Context: an optimization exercise on an open-source flow, tuned for small area, a short achievable clock period and few clock cycles. The choices shown serve that exercise and are no tape-out recipe.
At most, simulation tests tie the RTL to the original design; equivalence was not proved.
The RTL of run 4 was laid out without a check of its function.
Power is estimated from default activity; no workload was simulated.

[flow/design.v]
module gf_mul (
    input  wire [7:0] a,
    input  wire [7:0] b,
    output reg  [7:0] p
);
    reg [7:0] aa;
    integer k;
    always @* begin
        p  = 8'h00;
        aa = a;
        for (k = 0; k < 8; k = k + 1) begin
            if (b[k]) p = p ^ aa;
            aa = {aa[6:0], 1'b0} ^ (aa[7] ? 8'h1d : 8'h00);
        end
    end
endmodule
module gfrs_codec (
    input  wire       clk,
    input  wire       rst,
    input  wire       cmd_valid,
    output wire       cmd_ready,
    input  wire       cmd_op,
    input  wire [7:0] cmd_dlen,
    input  wire [5:0] cmd_nsym,
    input  wire       in_valid,
    output wire       in_ready,
    input  wire [7:0] in_data,
    output wire       out_valid,
    output wire [7:0] out_data,
    output reg        done,
    output reg        err,
    output reg        szero
);
    localparam [255:0] APOW = 256'hc06030180c06038fc9ea75b45a2d984c261387cde8743a1d8040201008040201;
    localparam [255:0] AINV = 256'h122448903d7af4f5f7f3fbebcb8b0b162c58b07dfae9cf831b366cd8ad478e01;
    localparam [255:0] FIXA = 256'h82cdd05f9d3f42d70ed796ac4a73f19882018e85600522d8481ff083ec3b1c01;
    localparam [255:0] FIXB = 256'h82b53f5284d44ebb851fa9377421d504db0bf3226c20ee96421da21153abf401;
    localparam [1:0] F_IDLE = 2'd0,      
                     F_IN   = 2'd1,      
                     F_WAIT = 2'd2;      
    localparam [2:0] B_IDLE = 3'd0,
                     B_DD   = 3'd1,
                     B_FIX  = 3'd2,
                     B_CONV = 3'd3,
                     B_OUT  = 3'd4;
    reg  [255:0] T;                      
    wire [255:0] t_nxt;
    wire [31:0]  t_we;
    reg  [1:0] fst;
    reg        f1;                       
    reg        cmd_ready_r, in_ready_r;
    reg        op_r;
    reg  [7:0] dlen_r;
    reg  [5:0] nsym_r;
    reg  [4:0] nm1_r;                    
    reg        bad_r;                    
    reg  [7:0] rem_a;                    
    reg  [5:0] rem_b;                    
    reg  [7:0] in_g;                     
    reg        inv_r, last_r;
    reg  [2:0] bst;
    reg        b_op;
    reg  [4:0] k;
    reg  [5:0] ocnt;
    reg        acc;                      
    reg        out_valid_r;
    reg        pend;                     
    reg        mF, mC, mO;               
    reg        clr;                      
    reg [31:0] aD;                       
    reg [31:0] xC;                       
    assign cmd_ready = cmd_ready_r;
    assign in_ready  = in_ready_r;
    assign out_valid = out_valid_r;
    assign out_data  = T[7:0];
    wire [8:0] ntot     = {1'b0, dlen_r} + {3'b000, nsym_r};
    wire       bad      = (nsym_r > 6'd32) || ntot[8];
    wire       a0       = (rem_a == 8'd0);
    wire       b0       = (rem_b == 6'd0);
    wire       is_last  = (rem_a == 8'd1 && b0) || (a0 && rem_b == 6'd1);
    wire       zero_in  = a0 && b0;
    wire cmd_fire = cmd_valid && cmd_ready_r;
    wire in_fire  = in_valid && in_ready_r;
    wire nz0      = |T[7:0];
    reg  [1:0] fst_n;
    reg  [7:0] rem_a_n;
    reg  [5:0] rem_b_n;
    reg        last_n, start, start_z;
    reg  [2:0] bst_n;
    reg  [4:0] k_n;
    reg  [5:0] ocnt_n;
    reg        acc_n, ov_n, done_n, err_n, szero_n, bop_n, pend_n;
    reg [31:0] aD_n, xC_n;
    always @* begin
        fst_n   = fst;
        rem_a_n = rem_a;
        rem_b_n = rem_b;
        last_n  = 1'b0;
        start_z = 1'b0;
        case (fst)
        F_IDLE: if (cmd_fire) begin
                    fst_n   = F_IN;
                    rem_a_n = cmd_dlen;
                    rem_b_n = cmd_op ? cmd_nsym : 6'd0;
                end
        F_IN:   if (!f1 && (bad_r || zero_in)) fst_n = F_WAIT;
                else if (in_fire) begin
                    if (!a0) rem_a_n = rem_a - 8'd1;
                    else     rem_b_n = rem_b - 6'd1;
                    if (is_last) begin
                        fst_n  = F_IDLE;
                        last_n = 1'b1;
                    end
                end
        F_WAIT: if (bst == B_IDLE) begin
                    fst_n   = F_IDLE;
                    start_z = 1'b1;
                end
        default: fst_n = F_IDLE;
        endcase
        start = (inv_r && last_r) || start_z;
        bst_n   = bst;
        k_n     = k;
        ocnt_n  = ocnt;
        acc_n   = acc;
        ov_n    = out_valid_r;
        done_n  = 1'b0;
        err_n   = err;
        szero_n = szero;
        bop_n   = b_op;
        pend_n  = pend || start;
        case (bst)
        B_IDLE: begin
                    pend_n = 1'b0;
                    if (start || pend) begin
                        bop_n = op_r;
                        if (bad_r) begin
                            done_n = 1'b1; err_n = 1'b1; szero_n = 1'b0;
                        end else if (nsym_r == 6'd0) begin
                            done_n = 1'b1; err_n = 1'b0; szero_n = op_r;
                        end else if (!op_r) begin
                            bst_n = (nsym_r == 6'd1) ? B_FIX : B_DD;
                            k_n   = 5'd1;
                        end else begin
                            bst_n  = B_OUT;
                            ocnt_n = nsym_r;
                            ov_n   = 1'b1;
                            acc_n  = 1'b0;
                        end
                    end
                end
        B_DD:   begin
                    k_n  = k + 5'd1;
                    if (k == nm1_r) bst_n = B_FIX;
                end
        B_FIX:  begin
                    bst_n = B_CONV;
                    k_n   = 5'd30;
                end
        B_CONV: begin
                    k_n  = k - 5'd1;
                    if (k == 5'd0) begin
                        bst_n  = B_OUT;
                        ocnt_n = nsym_r;
                        ov_n   = 1'b1;
                        acc_n  = 1'b0;
                    end
                end
        B_OUT:  begin
                    ocnt_n = ocnt - 6'd1;
                    acc_n  = acc || nz0;
                    if (ocnt == 6'd1) begin
                        bst_n   = B_IDLE;
                        ov_n    = 1'b0;
                        done_n  = 1'b1;
                        err_n   = 1'b0;
                        szero_n = b_op && !(acc || nz0);
                    end
                end
        default: bst_n = B_IDLE;
        endcase
    end
    wire [31:0] en;                      
    genvar j;
    generate
        for (j = 0; j < 32; j = j + 1) begin : g_en
            assign en[j] = (nsym_r > j);
        end
    endgenerate
    always @* begin
        aD_n = 32'h0;
        xC_n = 32'h0;
        if (bst_n == B_DD)
            aD_n = (bst == B_DD) ? ({aD[30:0], 1'b0} & en) : (32'hffff_fffe & en);
        if (bst_n == B_CONV)
            xC_n = (bst == B_CONV) ? {1'b1, xC[31:1]} : 32'hc000_0000;
    end
    wire be_ok = (bst_n == B_IDLE && !pend_n) ||
                 (bst_n == B_OUT && ocnt_n <= 6'd3);
    wire cmd_ready_n = ((fst == F_IDLE && !cmd_fire) || start_z) && be_ok;
    always @(posedge clk) begin
        in_g <= in_fire ? in_data : 8'h00;
        if (rst) begin
            fst         <= F_IDLE;
            cmd_ready_r <= 1'b0;
            in_ready_r  <= 1'b0;
            inv_r       <= 1'b0;
            last_r      <= 1'b0;
            pend        <= 1'b0;
            bst         <= B_IDLE;
            clr         <= 1'b1;
            mF          <= 1'b0;
            aD          <= 32'h0;
            xC          <= 32'h0;
            mC          <= 1'b0;
            mO          <= 1'b0;
            out_valid_r <= 1'b0;
            done        <= 1'b0;
            err         <= 1'b0;
            szero       <= 1'b0;
        end else begin
            fst         <= fst_n;
            cmd_ready_r <= cmd_ready_n;
            in_ready_r  <= (fst_n == F_IN);
            inv_r       <= in_fire;
            last_r      <= last_n;
            pend        <= pend_n;
            bst         <= bst_n;
            clr         <= 1'b0;
            ocnt        <= ocnt_n;
            mF          <= (bst_n == B_FIX);
            aD          <= aD_n;
            xC          <= xC_n;
            mC          <= (bst_n == B_CONV);
            mO          <= (bst_n == B_OUT);
            out_valid_r <= ov_n;
            done        <= done_n;
            err         <= err_n;
            szero       <= szero_n;
        end
        if (cmd_fire) begin
            op_r   <= cmd_op;
            dlen_r <= cmd_dlen;
            nsym_r <= cmd_nsym;
            nm1_r  <= cmd_nsym[4:0] - 5'd1;
        end
        f1    <= cmd_fire;
        bad_r <= bad;
        rem_a <= rem_a_n;
        rem_b <= rem_b_n;
        k     <= k_n;
        acc   <= acc_n;
        b_op  <= bop_n;
    end
    wire mH = inv_r;
    generate
        for (j = 0; j < 32; j = j + 1) begin : g_pos
            wire [7:0] t  = T[8*j +: 8];
            wire [7:0] tp = (j < 31) ? T[8*((j + 1) % 32) +: 8] : 8'h00;
            wire [7:0] tm = (j > 0)  ? T[8*((j + 31) % 32) +: 8] : 8'h00;
            wire [7:0] th = (j == 0) ? (t & {8{!mO}}) : t;
            wire [7:0] x  = in_g | ({8{aD[j]}} & tm) | ({8{xC[j]}} & tp);
            wire [7:0] m, f, s;
            gf_mul u_m (.a(th ^ x), .b(APOW[8*j +: 8]), .p(m));
            gf_mul u_f (.a(t),      .b(FIXA[8*j +: 8]), .p(f));
            gf_mul u_s (.a(tp),     .b(AINV[15:8]),     .p(s));
            wire selM = (mH && en[j]) || aD[j] || mC;
            assign t_we[j] = selM || mF || mO || clr;
            assign t_nxt[8*j +: 8] = ({8{selM}} & m) | ({8{mF}} & f) | ({8{mO}} & s);
        end
    endgenerate
    integer i;
    always @(posedge clk)
        for (i = 0; i < 32; i = i + 1)
            if (t_we[i]) T[8*i +: 8] <= t_nxt[8*i +: 8];
endmodule
[flow/flow/run.sh]
#!/bin/bash
set -euo pipefail
bash standard.sh SETUP_SLACK_MARGIN=7 finish > standard_flow.log 2>&1
[flow/standard.sh]
#!/bin/bash
# synth_recipe.tcl (not shown) runs the flow's synth.tcl, then flattens the netlist and writes it again
# the make line also repeats each setting of config.mk as NAME=value (left out here)
make -C /OpenROAD-flow-scripts/flow DESIGN_CONFIG=/design/flow/config.mk WORK_HOME=/design/flow/orfs CLKGATE_MAP_FILE= SYNTH_SCRIPT=/design/flow/synth_recipe.tcl "${@:-finish}"
[flow/config.mk]
export PLATFORM = sky130hd
export DESIGN_NAME = gfrs_codec
export DESIGN_NICKNAME = gfrs_codec
export VERILOG_FILES = /design/flow/design.v
export SDC_FILE = /design/flow/constraint.sdc
export NUM_CORES = 4
export LEC_CHECK = 0
export CAP_MARGIN = 20
export CELL_PAD_IN_SITES_DETAIL_PLACEMENT = 0
export CELL_PAD_IN_SITES_GLOBAL_PLACEMENT = 1
export CORE_MARGIN = 2
export CORE_UTILIZATION = 60
export CTS_CLUSTER_DIAMETER = 100
export CTS_CLUSTER_SIZE = 50
export PLACE_DENSITY = 0.7
export SLEW_MARGIN = 20
[flow/constraint.sdc]
create_clock -name core_clock -period 10.0 [get_ports {clk}]
set_input_delay 2.0000 -clock core_clock [delete_from_list [all_inputs] [get_ports {clk}]]
set_output_delay 2.0000 -clock core_clock [all_outputs]
set_load 0.01 [all_outputs]
==> impl_metrics.env, run 1 <==
export IMPL_synth_area_mm2=0.0310
export IMPL_antennaDiodeCount=0
export IMPL_setup_worst_path_end="out_data[0]"
export IMPL_path_class="reg2out"
export IMPL_core_area_mm2=0.0512
export IMPL_power_frac_comb_pct=28.0
export IMPL_r2r_setup_slack_ns=7.07
export IMPL_synthFlopType="edfxtp_1"
export IMPL_peakVddDrop_mv=0.116
export IMPL_cpMaxStageDelayCell="edfxtp_1"
export IMPL_tightest_slew_ns=1.13
export IMPL_slew_headroom_pct=23.9
export IMPL_r2r_start="nsym_r[1]$_DFFE_PP_"
export IMPL_cts_clk_slew_worst_paths_ns=0.12
export IMPL_multi_input_area_mm2=0.0186
export IMPL_nNetsFinal=2996
export IMPL_start_kind="flip-flop"
export IMPL_power_frac_seq_pct=47.7
export IMPL_hold_path_class="reg2reg"
export IMPL_critPathLaunch="T[0]$_DFFE_PP_"
export IMPL_clk_insertion_delay_late_ns=0.61
export IMPL_rows=83
export IMPL_cpPeakStageDelay_ns=0.43
export IMPL_dr_pass1_iters=6
export IMPL_synth_cell_type_count=53
export IMPL_dp_hpwl_mm=62.0
export IMPL_fin_crit_ns=3.18
export IMPL_finalPower_w=0.00437
export IMPL_wl_per_cell_um=26.0
export IMPL_start_util_pct=60.5
export IMPL_die_x_um=231
export IMPL_crit_path_end_kind="primary output"
export IMPL_switchingPower_w=0.00148
export IMPL_portBuffers=40
export IMPL_synth_seq_cells=394
export IMPL_rr_worst_depth=4
export IMPL_cts_buffers=20
export IMPL_via_per_inst=6.78
export IMPL_leakagePower_nw=10.3
export IMPL_synth_top_cell_by_area="edfxtp_1"
export IMPL_cp_cell_sequence="buf_6"
export IMPL_dieArea_mm2=0.0534
export IMPL_wirelength_mm=94.9
export IMPL_antenna_found_initial=0
export IMPL_hold_ws_ns=0.468
export IMPL_postSynthAreaPerCell_um2=9.59
export IMPL_die_h_um=231
export IMPL_async_flop_share_pct=0
export IMPL_finalHoldViolCount=0
export IMPL_cts_tree="yes"
export IMPL_slew_violations=0
export IMPL_seqCellArea_mm2=0.0109
export IMPL_grt_max_degree=100
export IMPL_drive_gt1_share_pct=5.12
export IMPL_clkPwrFrac_pct=24.4
export IMPL_ys_top_cells_by_area="edfxtp_1 (29%), xnor2_1 (24%), xor2_1 (9.8%)"
export IMPL_r2r_end="T[72]$_DFFE_PP_"
export IMPL_synth_top_cell_area_share_pct=29.4
export IMPL_track_usage_pct=34.7
export IMPL_path_depth=1
export IMPL_path_delay_family="flip-flops"
export IMPL_min_period_over_period_pct=31.8
export IMPL_setup_ws_ns=6.82
export IMPL_arrival_ns=1.18
export IMPL_cts_sinks=394
export IMPL_root_buffer="clkbuf_16"
export IMPL_grt_pass1_wl_mm=145
export IMPL_grt_pass1_vias=24193
export IMPL_drc=0
export IMPL_worstHoldStart="xC[31]$_SDFF_PP0_"
export IMPL_internal_power_w=0.00289
export IMPL_drtAntennaViolNets=0
export IMPL_worst_ep_required_time_ns=8.00
export IMPL_place_ws_ns=5.92
export IMPL_setup_violations=0
export IMPL_synth_warnings=2
export IMPL_gp_congestion=0.938
export IMPL_syn_to_final_growth_pct=3.43
export IMPL_fill_cells=4322
export IMPL_cts_buffer_depth=3
export IMPL_synth_seq_area_share_pct=35.3
export IMPL_swShare_pct=33.9
export IMPL_utilization_pct=62.5
export IMPL_rsz0062_at_grt="yes"
export IMPL_tns_ns=0
export IMPL_drv_cap=0
export IMPL_crit_fanout=2
export IMPL_io_pins=41
export IMPL_vias=24726
export IMPL_drt_iter0_markers=2618
export IMPL_finalClockSkew_ns=0.0399
export IMPL_max_freq_ghz=0.315
export IMPL_power_density_mw_per_mm2=137
export IMPL_synth_edf_count=303
export IMPL_outcome="complete, no violations"
export IMPL_synthesis_nets=3273
export IMPL_path_buf_inv=1
export IMPL_grt_overflow_total=0
export IMPL_syn_instance_count=3229
export IMPL_cts_max_level=1
## how the worst min path moves through the flow
stage | to | slack, ns | cells after the start
finish | xC[30]$_SDFF_PP0_ | 0.47 | 1
global route | xC[30]$_SDFF_PP0_ | 0.50 | 1
CTS | xC[30]$_SDFF_PP0_ | 0.46 | 1
detailed placement | xC[30]$_SDFF_PP0_ | 0.43 | 1
global placement | xC[30]$_SDFF_PP0_ | 0.43 | 1
floorplan | xC[30]$_SDFF_PP0_ | 0.42 | 1
## logic make-up (layout without fill, tap and decap cells)
family          Yosys count  in the layout  share of synthesized area [%]
compound gates          858            858                           19.7
xor+xnor               1198           1198                           33.9
fa+ha+maj                17             17                          0.711
simple gates            339            340                           5.15
buf+inv                 422            158                           5.26
flops                   394            394                           35.3
mux                       1              1                         0.0323
## per-layer routing
| layer | share of wire (%) | GRT usage [%] | vias up | wire, µm |
|---|---|---|---|---|
| met5 | 0 | 0 | - | 0 |
| met1 | 40 | 46.8 | 12133 | 38200 |
| met2 | 47 | 57.4 | 1416 | 44500 |
| met4 | 3.3 | 12.4 | 0 | 3110 |
| met3 | 9.5 | 4.53 | 232 | 9010 |
| li1 | - | - | 10945 | - |
## cells in the final DEF (no fill, tap or decap), drive strengths merged, types with 2 or more instances in the layout
cell type / count
ha: 16
nand2: 129
clkinv: 10
and3: 44
nor3: 19
a221o: 8
edfxtp: 303
clkdlybuf4s50: 24
xor2: 348
inv: 27
clkbuf: 23
nor2b: 10
or4: 5
a22oi: 189
nor2: 82
o22ai: 8
nor4b: 2
dfxtp: 91
a221oi: 241
nor3b: 2
and2: 5
or3: 4
o221ai: 50
nand3: 12
o2111a: 3
o21ai: 260
o31ai: 2
o21bai: 6
nand2b: 15
buf: 71
xnor2: 850
a21o: 11
a21oi: 38
nor4: 7
a211oi: 36
## what timing repair did
action,4_1_cts,5_1_grt
gates resized for setup,78,23
setup endpoints to repair,282,130
hold buffers,0,0
buffers inserted,11,5
pin swaps,0,2
gates cloned,0,1
## area by class of cell
type	instances	area share [%]
multi-input combinational	2414	58.0
sequential	394	34.2
tap	680	2.66
timing repair buffer	98	2.59
clock buffer	22	1.65
clock inverter	14	0.598
inverter	24	0.281
## per-stage QoR
step | instances | cell area (µm²)
5_1_grt | 3646 | 32000
6_report | 3646 | 32000
3_3_place_gp | 3593 | 31000
3_5_place_dp | 3593 | 31000
4_1_cts | 3640 | 31900
2_1_floorplan | 3229 | 31000
## cells in the mapped netlist, drive strengths merged (16+ instances only)
cell and count:
clkbuf 377, a22oi 189, a21oi 38, xor2 348
nor3 19, buf 21, nand2 129, o221ai 50
a221oi 241, ha 16, nor2 82, inv 23
xnor2 850, edfxtp 303, o21ai 260, and3 44
a211oi 36, dfxtp 91
## power groups by stage
stage | logic [W] | registers, W | clock network (W)
after floorplan | 0.00112 | 0.00192 | 0
after global placement | 0.00117 | 0.00212 | 0
after detailed placement | 0.00119 | 0.00212 | 0
after CTS | 0.00120 | 0.00208 | 0.00107
after global routing | 0.00132 | 0.00209 | 0.00112
final | 0.00122 | 0.00208 | 0.00107
## sequential cells by signal, summed over array words and instances, names as in the netlist, 3 cells and up
name / count
bst: 3
ocnt: 6
T: 256
nsym_r: 6
in_g: 8
xC: 32
nm1_r: 5
dlen_r: 8
k: 5
aD: 31
rem_a: 8
rem_b: 6
Testbench counts, summed over its fixed seeds: cycles 42,556.
==> run 2, diff against run 1 <==
--- a/flow/config.mk
+++ b/flow/config.mk
@@ -12,4 +12,4 @@
 export CORE_UTILIZATION = 60
-export CTS_CLUSTER_DIAMETER = 100
-export CTS_CLUSTER_SIZE = 50
+export CTS_CLUSTER_DIAMETER = 80
+export CTS_CLUSTER_SIZE = 30
 export PLACE_DENSITY = 0.7
==> run 2 against run 1 <==
Compared with the run above: still clean on timing, DRC and antenna; power increased by 11%; core utilization grew 1.2 points; final cell count grew 0.88%; critical path type unchanged; largest cell class unchanged; largest power group unchanged; highest routed layer unchanged.
==> impl_metrics.env, run 2 <==
export IMPL_path_delay_family="flip-flops"
export IMPL_cts_clk_slew_worst_paths_ns=0.10
export IMPL_synth_seq_area_share_pct=35.3
export IMPL_placed_cell_area_mm2=0.0310
export IMPL_antenna_found_initial=0
export IMPL_start_kind="flip-flop"
export IMPL_setup_violations=0
export IMPL_cpPeakStageDelay_ns=0.40
export IMPL_drt_iter0_markers=2651
export IMPL_root_buffer="clkbuf_16"
export IMPL_mostFrequentLayoutCell="xnor2_1"
export IMPL_tns_ns=0
export IMPL_synth_seq_cells=394
export IMPL_rows=83
export IMPL_drive_gt1_share_pct=6.14
export IMPL_postSynthAreaPerCell_um2=9.59
export IMPL_synth_xor_area_share_pct=33.9
export IMPL_grt_max_degree=100
export IMPL_crit_path_end_kind="primary output"
export IMPL_die_h_um=231
export IMPL_slew_violations=0
export IMPL_synthSimpleGateAreaFrac_pct=5.15
export IMPL_synth_cell_type_count=53
export IMPL_synth_top_cell_by_area="edfxtp_1"
export IMPL_async_flop_share_pct=0
export IMPL_drc=0
export IMPL_fin_crit_ns=3.14
export IMPL_largest_reg_flops=256
export IMPL_grt_overflow_total=0
export IMPL_cts_tree="yes"
export IMPL_synth_edf_count=303
export IMPL_portBuffers=40
export IMPL_ys_top_cells_by_count="xnor2_1 (850), clkbuf_1 (377), xor2_1 (348)"
export IMPL_synth_most_common_cell="xnor2_1"
export IMPL_arrival_ns=1.14
export IMPL_syn_instance_count=3229
export IMPL_synth_mux_area_share_pct=0.0323
export IMPL_cts_buffer_depth=3
export IMPL_io_pins=41
export IMPL_cts_sinks=394
export IMPL_grt_pass1_wl_mm=146
export IMPL_path_depth=1
export IMPL_synth_top_family_by_area="XOR/XNOR gates"
export IMPL_synthFlopType="edfxtp_1"
export IMPL_final_cells=3678
export IMPL_dp_cells=3593
export IMPL_outcome="complete, no violations"
export IMPL_min_path_cells=1
export IMPL_wl_per_cell_um=26.0
export IMPL_cts_max_level=2
export IMPL_synth_warnings=2
export IMPL_rsz0062_at_grt="yes"
export IMPL_min_period_over_period_pct=31.4
export IMPL_ys_top_cells_by_area="edfxtp_1 (29%), xnor2_1 (24%), xor2_1 (9.8%)"
export IMPL_grt_pass1_vias=24317
export IMPL_clk_insertion_delay_late_ns=0.59
export IMPL_final_cell_mix="xnor2_1 (850), xor2_1 (348), edfxtp_1 (303), o21ai_0 (260), a221oi_1 (241)"
export IMPL_reg_largest_list="T (256), xC (32), aD (31)"
export IMPL_antennaDiodeCount=0
export IMPL_stdcell_area_mm2=0.0326
export IMPL_synth_area_mm2=0.0310
export IMPL_max_freq_ghz=0.318
export IMPL_syn_to_final_growth_pct=5.43
export IMPL_crit_fanout=8
export IMPL_synthesis_nets=3273
export IMPL_vias=24814
export IMPL_track_usage_pct=35.0
export IMPL_synth_top_cell_area_share_pct=29.4
export IMPL_worst_ep_required_time_ns=8.00
export IMPL_drtAntennaViolNets=0
export IMPL_finalHoldViolCount=0
export IMPL_start_util_pct=60.5
export IMPL_largest_register="T"
export IMPL_dieArea_mm2=0.0534
export IMPL_peakVddDrop_mv=0.155
export IMPL_via_per_inst=6.75
export IMPL_path_buf_inv=1
export IMPL_nNetsFinal=3016
export IMPL_wirelength_mm=95.5
export IMPL_dp_hpwl_mm=62.0
export IMPL_path_class="reg2out"
export IMPL_cts_buffers=35
export IMPL_tightest_slew_ns=1.18
export IMPL_die_x_um=231
export IMPL_leakagePower_nw=10.6
export IMPL_rr_worst_depth=7
export IMPL_slew_headroom_pct=21.1
export IMPL_power_density_mw_per_mm2=149
export IMPL_cp_cell_sequence="clkbuf_2"
export IMPL_synthAdderAreaFrac_pct=0.711
export IMPL_gp_congestion=0.938
export IMPL_dr_pass1_iters=7
export IMPL_drv_cap=0
export IMPL_hold_path_class="reg2reg"
export IMPL_synth_compound_area_share_pct=19.7
export IMPL_cpMaxStageDelayCell="dfxtp_4"
export IMPL_core_area_mm2=0.0512
export IMPL_finalClockSkew_ns=0.0396
[run 2: cell types whose count changed in the layout (fill, tap and decap cells not counted), moves of 2 or more]
cell        change
inv_6           +3
inv_16          +3
clkbuf_16      +16
clkbuf_1        +2
clkinvlp_4      +2
buf_4           +5
clkinv_8        -2
inv_12          +4
[run 2: where the power goes]
part           switching, W  internal, W  total, W  leakage [nW]
Sequential         0.000227      0.00186   0.00209          3.83
Combinational      0.000635     0.000590   0.00122          6.18
Clock              0.000774     0.000773   0.00155         0.615
[run 2: per-layer routing]
layer  track usage, %  vias to the layer above  routed length, µm
met5                0                        -                  0
met4             13.2                        0               3330
li1                 -                    10995                  -
met1             46.9                    12218              38700
met2             57.5                     1364              44800
met3             5.27                      237               8600
[run 2: logic make-up (layout without fill, tap and decap cells)]
group / after synthesis / count (layout)
xor gates and xnor gates: 1198 / 1198
and+or+nand+nor: 339 / 340
AOI/OAI and AO/OA: 858 / 858
adders and majority gates: 17 / 17
muxes: 1 / 1
DFF: 394 / 394
buffers and inverters: 422 / 190
[run 2: path summary, 6_finish.rpt]
path | slack, ns | endpoint | from
hold / removal | 0.46 | xC[30]$_SDFF_PP0_ | xC[31]$_SDFF_PP0_
setup / recovery | 6.86 | in_ready | in_ready_r$_SDFF_PP0_
hold reg to reg | 0.46 | xC[30]$_SDFF_PP0_ | xC[31]$_SDFF_PP0_
setup reg to reg | 7.08 | T[133]$_DFFE_PP_ | in_g[4]$_SDFF_PN0_
[run 2: timing repair]
| item | 4_1_cts | 5_1_grt |
|---|---|---|
| hold buffers | 0 | 0 |
| setup buffers | 12 | 9 |
| resized for setup | 79 | 24 |
| pin swaps | 0 | 4 |
| cloned | 0 | 1 |
| endpoints found under the setup margin | 294 | 151 |
[run 2: metrics by stage]
step | worst slack [ns] | hold WS (ns) | utilization (%) | total power [W]
after CTS | 6.66 | 0.459 | 63.4 | 0.00484
after global routing | 6.81 | 0.489 | 63.7 | 0.00503
final | 6.86 | 0.463 | 63.7 | 0.00486
after floorplan | 6.99 | 0.418 | - | 0.00304
after global placement | 5.97 | 0.428 | 60.6 | 0.00329
after detailed placement | 5.92 | 0.427 | 60.6 | 0.00330
[run 2: layout make-up]
cell class                 count  area [µm²]
inverter                      24        90.1
clock inverter                22         338
sequential                   394       10900
fill                        4235       18600
timing repair buffer         103         866
multi-input combinational   2414       18600
clock buffer                  41         951
tap                          680         851
==> run 3, diff against run 2 <==
==> flow/flow/run.sh (replaced) <==
#!/bin/bash
set -euo pipefail
bash standard.sh SETUP_SLACK_MARGIN=6.85 finish > standard_flow.log 2>&1
==> run 3 against run 2 <==
Compared with the run above: core utilization fell by 0.35 points; final cell count fell by 0.14%; die area did not move; hold slack got worse by 0.0093 ns; clock-buffer cell count fell by 1; sequential power barely moved; setup slack improved by 0.0017 ns; register-to-register slack got worse by 0.10 ns; flip-flop and latch count did not move; first-iteration DRC count rose by 27%; combinational power barely moved; routed wire length rose by 0.24%.
==> impl_metrics.env, run 3 <==
export IMPL_tns_ns=0
export IMPL_tightest_slew_ns=1.20
export IMPL_largest_reg_flops=256
export IMPL_finalClockSkew_ns=0.0385
export IMPL_synth_seq_area_share_pct=35.3
export IMPL_via_per_inst=6.77
export IMPL_largest_register="T"
export IMPL_synth_edf_count=303
export IMPL_rr_worst_depth=4
export IMPL_drv_cap=0
export IMPL_crit_path_end_kind="primary output"
export IMPL_synth_seq_cells=394
export IMPL_mostFrequentLayoutCell="xnor2_1"
export IMPL_synth_warnings=2
export IMPL_peakVddDrop_mv=0.150
export IMPL_wirelength_mm=95.7
export IMPL_min_period_over_period_pct=31.4
export IMPL_cts_sinks=394
export IMPL_syn_instance_count=3229
export IMPL_dp_hpwl_mm=62.0
export IMPL_vias=24880
export IMPL_drive_gt1_share_pct=5.85
export IMPL_synth_cell_type_count=53
export IMPL_r2r_end="T[246]$_DFFE_PP_"
export IMPL_max_freq_ghz=0.318
export IMPL_cts_tree="yes"
export IMPL_clk_insertion_delay_late_ns=0.59
export IMPL_async_flop_share_pct=0
export IMPL_utilization_pct=63.4
export IMPL_gp_congestion=0.895
export IMPL_cts_buffers=35
export IMPL_cts_max_level=2
export IMPL_synth_top_family_by_area="XOR/XNOR gates"
export IMPL_cpPeakStageDelay_ns=0.42
export IMPL_die_h_um=231
export IMPL_synthFlopType="edfxtp_1"
export IMPL_setup_violations=0
export IMPL_fin_crit_ns=3.14
export IMPL_power_density_mw_per_mm2=149
export IMPL_final_cell_mix="xnor2_1 (850), xor2_1 (348), edfxtp_1 (303), o21ai_0 (260), a221oi_1 (241)"
export IMPL_synth_top_cell_by_area="edfxtp_1"
export IMPL_io_pins=41
export IMPL_dieArea_mm2=0.0534
export IMPL_start_kind="flip-flop"
export IMPL_root_buffer="clkbuf_16"
export IMPL_cts_buffer_depth=3
export IMPL_path_delay_family="flip-flops"
export IMPL_drc=0
export IMPL_path_class="reg2out"
export IMPL_r2r_setup_slack_ns=6.98
export IMPL_grt_pass1_wl_mm=147
export IMPL_critPathLaunch="T[0]$_DFFE_PP_"
export IMPL_synthSimpleGateAreaFrac_pct=5.15
export IMPL_slew_violations=0
export IMPL_drtAntennaViolNets=0
export IMPL_antenna_found_initial=0
export IMPL_grt_max_degree=169
export IMPL_nNetsFinal=3010
export IMPL_arrival_ns=1.14
export IMPL_grt_overflow_total=0
export IMPL_cpMaxStageDelayCell="edfxtp_1"
export IMPL_finalPower_w=0.00483
export IMPL_ys_top_cells_by_count="xnor2_1 (850), clkbuf_1 (377), xor2_1 (348)"
export IMPL_slew_headroom_pct=19.5
export IMPL_syn_to_final_growth_pct=4.85
export IMPL_grt_pass1_vias=24707
export IMPL_portBuffers=40
export IMPL_core_area_mm2=0.0512
export IMPL_synth_xor_area_share_pct=33.9
export IMPL_synthesis_nets=3273
export IMPL_postSynthAreaPerCell_um2=9.59
export IMPL_ys_top_cells_by_area="edfxtp_1 (29%), xnor2_1 (24%), xor2_1 (9.8%)"
export IMPL_crit_fanout=2
export IMPL_synth_mux_area_share_pct=0.0323
export IMPL_dr_pass1_iters=6
export IMPL_synth_most_common_cell="xnor2_1"
export IMPL_path_depth=1
export IMPL_synth_top_cell_area_share_pct=29.4
export IMPL_drt_iter0_markers=3369
export IMPL_fill_cells=4257
export IMPL_setup_worst_path_end="out_data[0]"
export IMPL_cts_clk_slew_worst_paths_ns=0.09
export IMPL_track_usage_pct=35.3
export IMPL_die_x_um=231
export IMPL_path_buf_inv=1
export IMPL_reg_largest_list="T (256), xC (32), aD (31)"
export IMPL_cp_cell_sequence="buf_2"
export IMPL_outcome="complete, no violations"
export IMPL_leakagePower_nw=10.5
export IMPL_start_util_pct=60.5
export IMPL_synthAdderAreaFrac_pct=0.711
export IMPL_synth_area_mm2=0.0310
export IMPL_synth_compound_area_share_pct=19.7
export IMPL_finalHoldViolCount=0
export IMPL_hold_path_class="reg2reg"
export IMPL_worst_ep_required_time_ns=8.00
export IMPL_r2r_start="nsym_r[1]$_DFFE_PP_"
export IMPL_rsz0062_at_grt="yes"
export IMPL_wl_per_cell_um=26.1
export IMPL_rows=83
run 3: cell counts after synthesis:
Identical to the previous run, type by type.
run 3: routing by layer:
| layer | global-route usage (%) | share of wire (%) | vias up |
|---|---|---|---|
| li1 | - | - | 10973 |
| met1 | 48.1 | 41 | 12177 |
| met2 | 56.1 | 46 | 1438 |
| met3 | 5.23 | 9.2 | 292 |
| met4 | 14.8 | 3.8 | 0 |
| met5 | 0 | 0 | - |
run 3: report_power, final:
part | switching (W) | internal [W] | total [W]
sequential | 0.000221 | 0.00186 | 0.00208
clock | 0.000773 | 0.000742 | 0.00152
combinational | 0.000644 | 0.000586 | 0.00123
run 3: area by class of cell:
type	instances	area (µm²)	area share, %
multi-input cells	2413	18500	57.0
well taps	680	851	2.62
flip-flops and latches	394	10900	33.7
clock inverters	23	307	0.944
repair buffers	98	802	2.47
inverters	24	90.1	0.278
diodes	1	2.50	0.00771
clock buffers	40	947	2.92
run 3: worst min path at each step:
stage,from,to,slack (ns),depth (start not counted)
floorplan,xC[31]$_SDFF_PP0_,xC[30]$_SDFF_PP0_,0.42,1
global placement,xC[31]$_SDFF_PP0_,xC[30]$_SDFF_PP0_,0.42,1
detailed placement,xC[31]$_SDFF_PP0_,xC[30]$_SDFF_PP0_,0.44,1
CTS,xC[31]$_SDFF_PP0_,xC[30]$_SDFF_PP0_,0.46,1
global route,xC[31]$_SDFF_PP0_,xC[30]$_SDFF_PP0_,0.47,1
finish,xC[31]$_SDFF_PP0_,xC[30]$_SDFF_PP0_,0.45,1
run 3: logic make-up (layout without fill, tap and decap cells):
kind of cell | Yosys count | after routing
fa+ha+maj | 17 | 17
flops | 394 | 394
xor+xnor | 1198 | 1198
mux | 1 | 1
simple gates | 339 | 339
compound gates | 858 | 858
other cells | 0 | 1
buf+inv | 422 | 185
run 3: per-stage QoR:
step,instance area (µm²),setup WS (ns),cells,hold WS [ns]
after floorplan,31000,6.94,3229,0.418
after global routing,32500,6.83,3672,0.467
after global placement,31000,5.87,3591,0.425
final,32500,6.86,3673,0.453
after detailed placement,31000,5.74,3591,0.439
after CTS,32400,6.69,3670,0.459
run 3: repair_timing:
item	CTS	global route
hold buffers	0	0
cloned	0	0
buffers inserted	16	2
setup endpoints to repair	141	76
resized for setup	68	14
==> run 4, diff against run 3 <==
--- a/flow/design.v
+++ b/flow/design.v
@@ -42,3 +42,4 @@
                      B_DD   = 3'd1,
-                     B_FIX  = 3'd2,
+                     B_FX1  = 3'd2,
+                     B_FX2  = 3'd5,
                      B_CONV = 3'd3,
@@ -67,3 +68,4 @@
     reg        pend;                     
-    reg        mF, mC, mO;               
+    reg        mF1, mF2, mC, mO;         
+    reg  [7:0] fx_t, fx_c;               
     reg        clr;                      
@@ -141,3 +143,3 @@
                         end else if (!op_r) begin
-                            bst_n = (nsym_r == 6'd1) ? B_FIX : B_DD;
+                            bst_n = (nsym_r == 6'd1) ? B_FX1 : B_DD;
                             k_n   = 5'd1;
@@ -153,5 +155,6 @@
                     k_n  = k + 5'd1;
-                    if (k == nm1_r) bst_n = B_FIX;
-                end
-        B_FIX:  begin
+                    if (k == nm1_r) bst_n = B_FX1;
+                end
+        B_FX1:  bst_n = B_FX2;
+        B_FX2:  begin
                     bst_n = B_CONV;
@@ -211,3 +214,4 @@
             clr         <= 1'b1;
-            mF          <= 1'b0;
+            mF1         <= 1'b0;
+            mF2         <= 1'b0;
             aD          <= 32'h0;
@@ -230,3 +234,4 @@
             ocnt        <= ocnt_n;
-            mF          <= (bst_n == B_FIX);
+            mF1         <= (bst_n == B_FX1);
+            mF2         <= (bst_n == B_FX2);
             aD          <= aD_n;
@@ -255,2 +260,27 @@
     wire mH = inv_r;
+    wire [33:0] aDx = {2'b00, aD};
+    wire [33:0] enx = {2'b00, en};
+    wire [31:0] rsel, wsel;
+    wire [255:0] rd_t;
+    wire [255:0] rd_c;
+    generate
+        for (j = 0; j < 32; j = j + 1) begin : g_fsel
+            assign rsel[j] = (!aDx[j] && aDx[j+1]) || (mF1 && enx[j] && !enx[j+1]);
+            assign wsel[j] = (!aDx[j+1] && aDx[j+2]) || (mF1 && enx[j+1] && !enx[j+2]) ||
+                             (mF2 && enx[j] && !enx[j+1]);
+            if (j == 0) begin : g_first
+                assign rd_t[7:0] = T[7:0] & {8{rsel[0]}};
+                assign rd_c[7:0] = FIXA[7:0] & {8{rsel[0]}};
+            end else begin : g_rest
+                assign rd_t[8*j +: 8] = rd_t[8*(j-1) +: 8] | (T[8*j +: 8] & {8{rsel[j]}});
+                assign rd_c[8*j +: 8] = rd_c[8*(j-1) +: 8] | (FIXA[8*j +: 8] & {8{rsel[j]}});
+            end
+        end
+    endgenerate
+    always @(posedge clk) begin
+        fx_t <= rd_t[255:248];
+        fx_c <= rd_c[255:248];
+    end
+    wire [7:0] fx;
+    gf_mul u_fx (.a(fx_t), .b(fx_c), .p(fx));
     generate
@@ -262,9 +292,8 @@
             wire [7:0] x  = in_g | ({8{aD[j]}} & tm) | ({8{xC[j]}} & tp);
-            wire [7:0] m, f, s;
+            wire [7:0] m, s;
             gf_mul u_m (.a(th ^ x), .b(APOW[8*j +: 8]), .p(m));
-            gf_mul u_f (.a(t),      .b(FIXA[8*j +: 8]), .p(f));
             gf_mul u_s (.a(tp),     .b(AINV[15:8]),     .p(s));
             wire selM = (mH && en[j]) || aD[j] || mC;
-            assign t_we[j] = selM || mF || mO || clr;
-            assign t_nxt[8*j +: 8] = ({8{selM}} & m) | ({8{mF}} & f) | ({8{mO}} & s);
+            assign t_we[j] = selM || wsel[j] || mO || clr;
+            assign t_nxt[8*j +: 8] = ({8{selM}} & m) | ({8{wsel[j]}} & fx) | ({8{mO}} & s);
         end
==> flow/flow/run.sh (replaced) <==
#!/bin/bash
set -euo pipefail
bash standard.sh SETUP_SLACK_MARGIN=7 finish > standard_flow.log 2>&1
==> flow/config.mk (replaced) <==
export PLATFORM = sky130hd
export DESIGN_NAME = gfrs_codec
export DESIGN_NICKNAME = gfrs_codec
export VERILOG_FILES = /design/flow/design.v
export SDC_FILE = /design/flow/constraint.sdc
export NUM_CORES = 4
export LEC_CHECK = 0
export CAP_MARGIN = 20
export CELL_PAD_IN_SITES_DETAIL_PLACEMENT = 1
export CELL_PAD_IN_SITES_GLOBAL_PLACEMENT = 2
export CORE_MARGIN = 2
export CORE_UTILIZATION = 50
export PLACE_DENSITY = 0.6
export SLEW_MARGIN = 20
==> run 4 against run 3 <==
Compared with the run above: cell area grew 5.6%; core utilization shrank 6.6 points; synthesized cell count shrank 3.5%; combinational power is 15% lower; clock power is about 30% higher; critical path type unchanged.
==> impl_metrics.env, run 4 <==
export IMPL_gp_congestion=1.02
export IMPL_ys_top_cells_by_area="edfxtp_1 (30%), xnor2_1 (18%), a221oi_1 (8.1%)"
export IMPL_seqCellArea_mm2=0.0113
export IMPL_r2r_end="T[240]$_DFFE_PP_"
export IMPL_setup_violations=0
export IMPL_start_kind="flip-flop"
export IMPL_path_buf_inv=1
export IMPL_synth_top_cell_area_share_pct=29.8
export IMPL_synth_most_common_cell="xnor2_1"
export IMPL_grt_pass1_wl_mm=204
export IMPL_wl_per_cell_um=36.7
export IMPL_finalClockSkew_ns=0.0237
export IMPL_synth_seq_cells=411
export IMPL_dr_pass1_iters=6
export IMPL_multi_input_area_mm2=0.0187
export IMPL_slew_headroom_pct=29.2
export IMPL_cp_cell_sequence="buf_2"
export IMPL_crit_fanout=2
export IMPL_peakVddDrop_mv=0.140
export IMPL_synth_edf_count=303
export IMPL_portBuffers=40
export IMPL_hold_ws_ns=0.460
export IMPL_via_per_inst=7.50
export IMPL_start_util_pct=50.6
export IMPL_setup_ws_ns=6.78
export IMPL_ys_top_cells_by_count="xnor2_1 (625), nand2_1 (339), edfxtp_1 (303)"
export IMPL_largest_reg_flops=256
export IMPL_dieArea_mm2=0.0631
export IMPL_grt_max_degree=89
export IMPL_dp_hpwl_mm=95.4
export IMPL_dp_cells=3744
export IMPL_finalPower_w=0.00519
export IMPL_synth_top_cell_by_area="edfxtp_1"
export IMPL_critPathLaunch="T[2]$_DFFE_PP_"
export IMPL_fill_cells=6493
export IMPL_clk_insertion_delay_late_ns=0.63
export IMPL_syn_instance_count=3117
export IMPL_nNetsFinal=3095
export IMPL_tns_ns=0
export IMPL_die_x_um=251
export IMPL_cts_clk_slew_worst_paths_ns=0.07
export IMPL_async_flop_share_pct=0
export IMPL_synthesis_nets=3161
export IMPL_crit_path_end_kind="primary output"
export IMPL_largest_register="T"
export IMPL_drt_iter0_markers=4254
export IMPL_cts_sinks=411
export IMPL_tightest_slew_ns=1.06
export IMPL_cts_hold_buffers=0
export IMPL_drive_gt1_share_pct=12.1
export IMPL_drtAntennaViolNets=0
export IMPL_io_pins=41
export IMPL_cpMaxStageDelayCell="edfxtp_1"
export IMPL_synthFlopType="edfxtp_1"
export IMPL_min_path_cells=1
export IMPL_path_class="reg2out"
export IMPL_cpPeakStageDelay_ns=0.44
export IMPL_syn_to_final_growth_pct=12.2
export IMPL_place_ws_ns=5.98
export IMPL_slew_violations=0
export IMPL_cts_max_level=2
export IMPL_mostFrequentLayoutCell="xnor2_1"
export IMPL_root_buffer="clkbuf_16"
export IMPL_final_cell_mix="xnor2_1 (614), nand2_1 (334), edfxtp_1 (303), a221oi_1 (277), xor2_1 (220)"
export IMPL_setup_worst_path_end="out_data[2]"
export IMPL_finalHoldViolCount=0
export IMPL_grt_overflow_total=0
export IMPL_synth_cell_type_count=70
export IMPL_grt_pass1_vias=28890
export IMPL_worst_ep_required_time_ns=8.00
export IMPL_cts_buffer_depth=3
export IMPL_final_cells=3877
export IMPL_min_period_over_period_pct=32.2
export IMPL_path_delay_family="flip-flops"
export IMPL_outcome="complete, no violations"
export IMPL_track_usage_pct=43.6
export IMPL_fin_crit_ns=3.22
export IMPL_synth_seq_area_share_pct=36.8
export IMPL_drc=0
export IMPL_rsz0062_at_grt="yes"
export IMPL_wirelength_mm=142
export IMPL_power_density_mw_per_mm2=151
export IMPL_path_depth=1
export IMPL_drv_cap=0
export IMPL_reg_largest_list="T (256), xC (32), aD (31)"
export IMPL_cts_tree="yes"
export IMPL_r2r_start="nsym_r[0]$_DFFE_PP_"
export IMPL_r2r_setup_slack_ns=6.90
export IMPL_leakagePower_nw=11.3
export IMPL_rr_worst_depth=7
export IMPL_synth_warnings=2
export IMPL_postSynthAreaPerCell_um2=9.81
export IMPL_vias=29065
export IMPL_max_freq_ghz=0.311
export IMPL_synth_area_mm2=0.0306
export IMPL_arrival_ns=1.22
export IMPL_hold_path_class="reg2reg"
export IMPL_antenna_found_initial=8
export IMPL_die_h_um=251
export IMPL_core_area_mm2=0.0604
export IMPL_rows=90
export IMPL_cts_buffers=50
run 4: changes by cell type in the layout (fill, tap and decap cells not counted), sizes merged, moves of 42 or more:
cell and delta:
xnor2 -224, nand2 +210, o21ai -204, o221ai +176
a22oi -140, xor2 -125, buf +53, a22o +43
a221oi +42, nand3 +42
run 4: cells by family after synthesis:
logic type | count (synthesis) | share of synthesized area, %
muxes | 6 | 0.201
xor gates and xnor gates | 853 | 24.7
buffers and inverters | 314 | 4.11
AOI/OAI and AO/OA | 889 | 24.0
and+or+nand+nor | 627 | 9.47
adders and majority gates | 17 | 0.720
DFF | 411 | 36.8
run 4: layout make-up:
class | instances | area share, %
sequential | 411 | 32.9
tap | 782 | 2.85
timing repair buffer | 153 | 4.03
clock buffer | 69 | 4.25
clock inverter | 25 | 0.821
multi-input combinational | 2393 | 54.6
inverter | 42 | 0.467
antenna | 2 | 0.0146
run 4: timing repair:
action                                  CTS  global route
pin swaps                                 6             8
gates cloned                              2             2
setup buffers                            22            11
gates resized for setup                 148            64
endpoints found under the setup margin  592           455
run 4: worst min-delay path by stage:
stage                                 start                end  slack [ns]
after floorplan           xC[31]$_SDFF_PP0_  xC[30]$_SDFF_PP0_        0.42
after global placement    xC[31]$_SDFF_PP0_  xC[30]$_SDFF_PP0_        0.43
after detailed placement  xC[31]$_SDFF_PP0_  xC[30]$_SDFF_PP0_        0.44
after CTS                 xC[31]$_SDFF_PP0_  xC[30]$_SDFF_PP0_        0.46
after global routing      xC[31]$_SDFF_PP0_  xC[30]$_SDFF_PP0_        0.49
final                     xC[31]$_SDFF_PP0_  xC[30]$_SDFF_PP0_        0.46
run 4: power breakdown:
group | internal (W) | switching, W | total (W)
Combinational | 0.000435 | 0.000608 | 0.00104
Clock | 0.00115 | 0.000823 | 0.00198
Sequential | 0.00193 | 0.000245 | 0.00217
run 4: metal layers:
layer / global-route usage [%] / up-vias / part of all wire (%)
met5: 0 / - / 0.072
met4: 23.5 / 12 / 6.3
met3: 8.81 / 546 / 12
met2: 66.4 / 2172 / 43
met1: 58.5 / 14618 / 38
li1: - / 11717 / -
run 4: stage by stage:
stage | area, µm² | utilization [%]
2_1_floorplan | 30600 | -
3_3_place_gp | 31600 | 52.3
3_5_place_dp | 31600 | 52.3
4_1_cts | 33900 | 56.2
5_1_grt | 34300 | 56.8
6_report | 34300 | 56.8

-- afterwards: timing with drivers on the ports --
The flow's constraints put no driver on any port. The routed layouts listed below were extracted and timed again, unchanged, in two steps. Step 1 sets driving cells, clkbuf_16 on the clock port and buf_2 on the other inputs (assumed; they add their load-dependent delay and slew). Step 2, shift: input delay + t, output delay - t, t = (earliest + latest rising clock arrival at the registers) / 2. This alone moves slack from input paths to output paths. a / b / c = ideal ports / drivers / drivers and shift; a / b = the first two.
run	t (ns)	slack for setup (ns)	slew at the worst register clock pin (ns)
run 1	0.652	6.824 / 6.760 / 6.476	0.12 / 0.12
run 2	0.634	6.855 / 6.795 / 6.468	0.10 / 0.10
run 3	0.631	6.857 / 6.795 / 6.312	0.10 / 0.10
run 4	0.692	6.780 / 6.707 / 6.472	0.07 / 0.07
After both steps every run listed still meets setup and hold. For run 3, which loses most, drivers alone change the setup slack by -0.062 ns; drivers and shift together by -0.545 ns.
